From an optimization exercise on the open Yosys and OpenROAD flow, aimed at small area, a short achievable clock period and few clock cycles per item; shortcuts taken in it are not production practice.
The RTL was checked by simulation tests, not by an equivalence proof against the original design.

[design/flow/design.v]
module mc_quant (
    input  wire [10:0] e,
    input  wire [52:0] m,
    input  wire [60:0] p1,       
    output wire [22:0] mag
);
    wire        h1   = p1[60];
    wire [52:0] m1_t = h1 ? p1[60:8] : p1[59:7];
    wire        g1   = h1 ? p1[7]    : p1[6];
    wire        s1   = h1 ? |m[6:0]  : |m[5:0];
    wire        r1   = g1 & (s1 | m1_t[0]);
    wire [55:0] p2   = {1'b0, m1_t, 2'b00} + {3'b000, m1_t} + {53'd0, r1, 1'b0, r1};
    wire        h2   = p2[55];
    wire [52:0] m2_t = h2 ? p2[55:3] : p2[54:2];
    wire        g2   = h2 ? p2[2]    : p2[1];
    wire        s2   = h2 ? |p2[1:0] : p2[0];
    wire        r2   = g2 & (s2 | m2_t[0]);
    wire [53:0] m2   = {1'b0, m2_t} + r2;
    wire [11:0] sh   = 12'd1031 - {1'b0, e} - h1 - h2;      
    wire [23:0] top  = m2[53:30];
    wire [23:0] q    = top >> sh[4:0];
    assign mag = (sh[11] || sh[10:5] != 6'd0) ? 23'd0 : q[22:0];
endmodule
module meshcode_enc (
    input  wire         clk,
    input  wire         rst,
    input  wire         in_valid,
    output wire         in_ready,
    input  wire [63:0]  in_lat,
    input  wire [63:0]  in_long,
    input  wire [2:0]   in_level,
    output wire         out_valid,
    input  wire         out_ready,
    output reg  [2:0]   out_err,
    output reg  [63:0]  out_place,
    output reg  [3:0]   out_len,
    output reg  [103:0] out_mesh
);
    localparam [2:0] ERR_OK = 3'd0, ERR_RANGE = 3'd1, ERR_LEVEL = 3'd6;
    reg        v1, v2;
    reg [63:0] lat, lon;
    reg [2:0]  level;
    wire en = ~(v2 & ~out_ready);
    assign in_ready  = en;
    assign out_valid = v2;
    always @(posedge clk) begin
        if (rst) begin
            v1 <= 1'b0;
            v2 <= 1'b0;
        end else if (en) begin
            v1 <= in_valid;
            v2 <= v1;
        end
    end
    always @(posedge clk) begin
        if (en) begin
            lat   <= in_lat;
            lon   <= in_long;
            level <= in_level;
        end
    end
    wire lat_ok = lat[62:0] <= 63'h4056800000000000;    
    wire lon_ok = lon[62:0] <= 63'h4066800000000000;    
    wire valid  = lat_ok & lon_ok;
    wire xs     = lat[63] & (lat[62:0] != 63'd0);
    wire ys     = lon[63] & (lon[62:0] != 63'd0);
    wire [10:0] ea = lat[62:52];
    wire [10:0] eo = lon[62:52];
    wire [52:0] ma = {1'b1, lat[51:0]};
    wire [52:0] mo = {1'b1, lon[51:0]};
    wire [56:0] a15  = {ma, 4'd0} - {4'd0, ma};                  
    wire [60:0] a225 = {a15, 4'd0} - {4'd0, a15};                
    wire [55:0] o5   = {1'b0, mo, 2'd0} + {3'd0, mo};            
    wire [60:0] o225 = {mo, 8'd0} - {3'd0, mo, 5'd0} + {8'd0, mo};   
    wire [22:0] lat_mag, lon_mag;
    mc_quant u_qlat (.e(ea), .m(ma), .p1(a225), .mag(lat_mag));
    mc_quant u_qlon (.e(eo), .m(mo), .p1(o225), .mag(lon_mag));
    wire [63:0] place = {2'b00, xs, lat_mag[21:0], ys, lon_mag, 15'd0};
    wire [11:0] tn  = 12'd1029 - {1'b0, ea};
    wire [16:0] nq  = a15[56:40] >> tn[4:0];
    wire [16:0] n   = (tn[11] || tn[10:5] != 6'd0) ? 17'd0 : nq;
    wire [11:0] tm  = 12'd1030 - {1'b0, eo};
    wire [17:0] mq  = o5[55:38] >> tm[4:0];
    wire [16:0] m0  = (tm[11] || tm[10:5] != 6'd0) ? 17'd0 : mq[16:0];
    wire        zs  = (m0 >= 17'd64000);
    wire [16:0] mm  = zs ? (m0 - 17'd64000) : m0;
    wire [9:0]  nh   = n[16:7];                      
    wire [17:0] nh5  = nh * 8'd205;
    wire [7:0]  p    = nh5[17:10];                   
    wire [2:0]  rho  = nh - p * 5;
    wire [6:0]  nl   = {rho, n[6:3]};                
    wire [3:0]  q    = nl / 10;
    wire [3:0]  r    = nl % 10;
    wire [8:0]  mh   = mm[15:7];                     
    wire [16:0] mh5  = mh * 8'd205;
    wire [6:0]  u    = mh5[16:10];                   
    wire [2:0]  rhm  = mh - u * 5;
    wire [6:0]  ml   = {rhm, mm[6:3]};
    wire [3:0]  vv   = ml / 10;
    wire [3:0]  w    = ml % 10;
    wire [3:0]  s2  = {1'b0, n[2], mm[2]} + 4'd1;
    wire [3:0]  s4  = {1'b0, n[1], mm[1]} + 4'd1;
    wire [3:0]  s8  = {1'b0, n[0], mm[0]} + 4'd1;
    wire [3:0]  oct = {xs, ys, zs} + 4'd1;
    wire [3:0]  p2d = (p >= 8'd100) ? 4'd1 : 4'd0;
    wire [6:0]  p01 = (p >= 8'd100) ? p - 8'd100 : p;
    wire [3:0]  p1d = p01 / 10;
    wire [3:0]  p0d = p01 % 10;
    wire [3:0]  u1d = u / 10;
    wire [3:0]  u0d = u % 10;
    wire [51:0] dig = {s8, s4, s2, w, r, vv, q, u0d, u1d, p0d, p1d, p2d, oct};
    reg [3:0] len;
    always @(*) begin
        case (level)
            3'd1: len = 4'd6;
            3'd2: len = 4'd8;
            3'd3: len = 4'd10;
            3'd4: len = 4'd11;
            3'd5: len = 4'd12;
            3'd6: len = 4'd13;
            default: len = 4'd0;
        endcase
    end
    reg [103:0] mesh;
    integer k;
    always @(*) begin
        for (k = 0; k < 13; k = k + 1)
            mesh[8*k +: 8] = (k < len) ? {4'h3, valid ? dig[4*k +: 4] : 4'h9} : 8'h00;
    end
    always @(posedge clk) begin
        if (en) begin
            out_err   <= (len == 4'd0) ? ERR_LEVEL : (valid ? ERR_OK : ERR_RANGE);
            out_place <= (len != 4'd0 && valid) ? place : 64'd0;
            out_len   <= len;
            out_mesh  <= mesh;
        end
    end
endmodule
[design/flow/run.sh]
#!/bin/bash
# synth_recipe.tcl (not shown) runs the flow's synth.tcl, then flattens the netlist and writes it again
# the make line also repeats each setting of config.mk as NAME=value (left out here)
make -C /OpenROAD-flow-scripts/flow DESIGN_CONFIG=/design/flow/config.mk WORK_HOME=/design/flow/orfs CLKGATE_MAP_FILE= SYNTH_SCRIPT=/design/flow/synth_recipe.tcl finish
[design/flow/config.mk]
export PLATFORM = sky130hd
export DESIGN_NAME = meshcode_enc
export DESIGN_NICKNAME = meshcode_enc
export VERILOG_FILES = /design/flow/design.v
export SDC_FILE = /design/flow/constraint.sdc
export NUM_CORES = 4
export LEC_CHECK = 0
export CAP_MARGIN = 20
export CORE_MARGIN = 2
export CORE_UTILIZATION = 30
export PLACE_DENSITY = 0.5
export SLEW_MARGIN = 20
[design/flow/constraint.sdc]
create_clock -name core_clock -period 20.0 [get_ports {clk}]
set_input_delay 4.0000 -clock core_clock [delete_from_list [all_inputs] [get_ports {clk}]]
set_output_delay 4.0000 -clock core_clock [all_outputs]
set_load 0.01 [all_outputs]
==> out/metrics.cfg <==
[placement]
post-dp-hpwl_um = 137000
routabilityCongestion = 0.935
postPlaceCellArea_sq_um = 52200
io_buffers = 266

[finish]
drive_gt1_frac = 0.0605
final_core_util = 0.337
nets = 6990
postLayoutCellArea_sq_um = 53400
area.growth.synth_to_final_pct = 11.7

[setup_path]
crit_slowest_cell = a2111oi_0
ff2ff_setup_slack_ps = 4550
start_kind = flop
worstReg2RegStart = lat[2]
crit_fanout = 72
max_stage_delay_ps = 720
crit_top_cell = nor2_1
setup.worst_path.end_class = flop
crit_arrival_ps = 15900
crit_path_start = lat[2]
crit_required_ps = 20450
crit_type = flop to flop

[sta]
maxSlewHeadroom = 0.263
final.setup.tns_ps = 0
drv_slew = 0
hold_viol = 0
period_share = 0.772
tightest_slew_ps = 1110
holdWs_ps = 452
clock.fmax_ghz = 0.0647
rsz0062_at_grt = no
setup_violations = 0
fin_skew_ps = 36.0
layout_min_cycle_time_ps = 15450

[clock_tree]
cts_setup_buffers = 0
root_buffer = clkbuf_16
htree_levels = 2
cts_sinks = 248
cts_buffer_depth = 3
clkTransAtPathRegs_ps = 70
holdBufCountCts = 0
clk_latency_ps = 610
cts_buffers = 34
cts_tree = yes
cts_resized = 0

[yosys]
seq_area_frac_synth = 0.156
avgSynthCellArea_sq_um = 7.87
netlist_area_sq_um = 47800
ys_warn_count = 1
synth_edf_count = 246
synthCells = 6067
synth-seq-cells = 248
async_reset_ff_frac = 0
synth_flop_cell = edfxtp_1
yosys.cell_types.count = 134

[floorplan]
rows = 146
initial_utilization = 0.302
die_h_um = 403
dieArea_sq_um = 162000
ioPinCount = 312
core-area_sq_um = 158000
die_w_um = 403

[global_route]
grt_pass1_wl_um = 256000
grtUsageMet3 = 0.0211
antenna_found_initial = 5
grt_util_met1 = 0.255
use_met2 = 0.345
grt_overflow = 0
grt_usage = 0.195
top_usage_layer = met2
grt_max_degree = 82
first_global_vias = 44657

[route]
routedWlPerCell_um = 20.0
via_per_inst = 5.63
drc = 0
via_count = 46648
firstDrtPassIters = 6
drtAntennaViolNets = 0
drt_iter0_markers = 3568
totalWireLength_um = 166000

[hold_path]
min_from = v1
hp-class = flop to flop

[run]
max_cap_violations = 0

[outcome]
outcome = finished clean

[layout make-up]
| type | count | area (sq um) |
|---|---|---|
| antenna | 4 | 10.0 |
| clock inverter | 24 | 259 |
| multi-input combinational | 5076 | 37300 |
| clock buffer | 38 | 866 |
| timing repair buffer | 311 | 3000 |
| fill | 16834 | 105000 |
| tap | 2072 | 2590 |
| inverter | 515 | 1930 |
| sequential | 248 | 7430 |
[through the flow]
stage / std cells / setup slack (ps)
finish: 8288 / 4550
detailed placement: 8222 / 4690
floorplan: 6111 / 5990
CTS: 8284 / 4590
global route: 8285 / 3200
global placement: 8222 / 4800
[layer usage]
| metal | up-vias | share of wire |
|---|---|---|
| met3 | 145 | 0.050 |
| met4 | 0 | 0.016 |
| met1 | 22418 | 0.45 |
| met5 | - | 0 |
| li1 | 22845 | - |
| met2 | 1240 | 0.49 |
[final timing paths]
path | depth (start not counted) | endpoint
worst max register to register | 66 | out_place[39]
worst min-delay path | 2 | v2
worst max-delay path | 66 | out_place[39]
worst min register to register | 2 | v2
[state kept, by name (all words and copies together) (netlist names)]
register and flops:
lon 64, out_place 47, out_mesh 63, lat 64
v1 1, out_err 2, v2 1, out_len 3
level 3
[cells in the final DEF (no fill, tap or decap), types with 36 or more instances in the layout]
master / count
or3_1: 47
nor2b_1: 36
nand3_1: 183
mux2i_1: 89
nor3_1: 178
clkdlybuf4s50_1: 266
xor2_1: 121
and2_1: 59
a211oi_1: 70
inv_1: 502
a21oi_1: 499
nor2_1: 436
conb_1: 45
ha_1: 588
nand4_1: 135
xnor2_1: 207
buf_4: 45
a21o_1: 217
edfxtp_1: 246
a31oi_1: 69
o21a_1: 70
o21ai_0: 300
o21bai_1: 71
nand2b_1: 62
mux2_2: 114
fa_1: 81
nand2_1: 475
o211ai_1: 55
nor4_1: 65
o31ai_1: 43
and3_1: 75
[critical path, delay by kind of cell, from the launching register on]
| family | cells | cell delay [ps] |
|---|---|---|
| XOR/XNOR | 1 | 210 |
| buffers and inverters | 5 | 1630 |
| flip-flops | 1 | 490 |
| adder cells (fa/ha/maj) | 8 | 2280 |
| AO/OA/AOI/OAI | 33 | 7330 |
| AND/OR/NAND/NOR | 19 | 3230 |
[cells in the mapped netlist, drive strengths merged, types with 71 or more instances]
master,count,area share
clkbuf,150,0.012
and3,75,0.0098
ha,588,0.15
a31oi,71,0.0097
a21o,218,0.034
o21bai,71,0.011
nor3,184,0.020
xnor2,208,0.038
fa,81,0.034
edfxtp,246,0.15
nand2,478,0.038
mux2i,90,0.019
nand4,137,0.018
mux2,115,0.027
a21oi,509,0.054
inv,511,0.040
a211oi,78,0.013
nand3,183,0.019
buf,122,0.016
nor2,439,0.035
xor2,123,0.023
o21ai,326,0.034
[kinds of logic (layout without fill, tap and decap cells)]
group                    after synthesis  count (layout)  synth area share
AO/OA/AOI/OAI                       1890            1890             0.274
XOR/XNOR                             333             333            0.0621
adder cells (fa/ha/maj)              674             674             0.189
buffers and inverters                787             888            0.0682
flip-flops                           248             248             0.156
multiplexers                         213             213            0.0498
other                                  1              49         0.0000785
AND/OR/NAND/NOR                     1921            1921             0.201
Testbench counts, summed over its fixed seeds: cycles 24,016, items 24,000.

afterwards: timing with drivers on the ports:
The results above use ideal ports. As a check the final layout listed here was re-extracted and re-timed, cells and wires unchanged.
Step 1, drivers: a clkbuf_16 drives clk and a buf_2 each remaining input, both assumed.
Step 2 times the ports against the registers' clock, not the clock port: input delays grow and output delays shrink by t, the midpoint of the rising clock arrivals with the driver on.
Slacks: ideal ports / drivers / drivers and shift; pairs: ideal ports / drivers.
shift t [ns]: 0.672
setup WS [ns]: 4.551 / 4.551 / 4.551
clock arrival spread, ns: 0.037 / 0.038
slew at the worst register clock pin (ns): 0.07 / 0.07
worst data-port slew with drivers (ns): 0.19
After both steps this run still meets setup and hold. For this run, drivers alone change the setup slack by 0.000 ns; drivers and shift together by 0.000 ns.
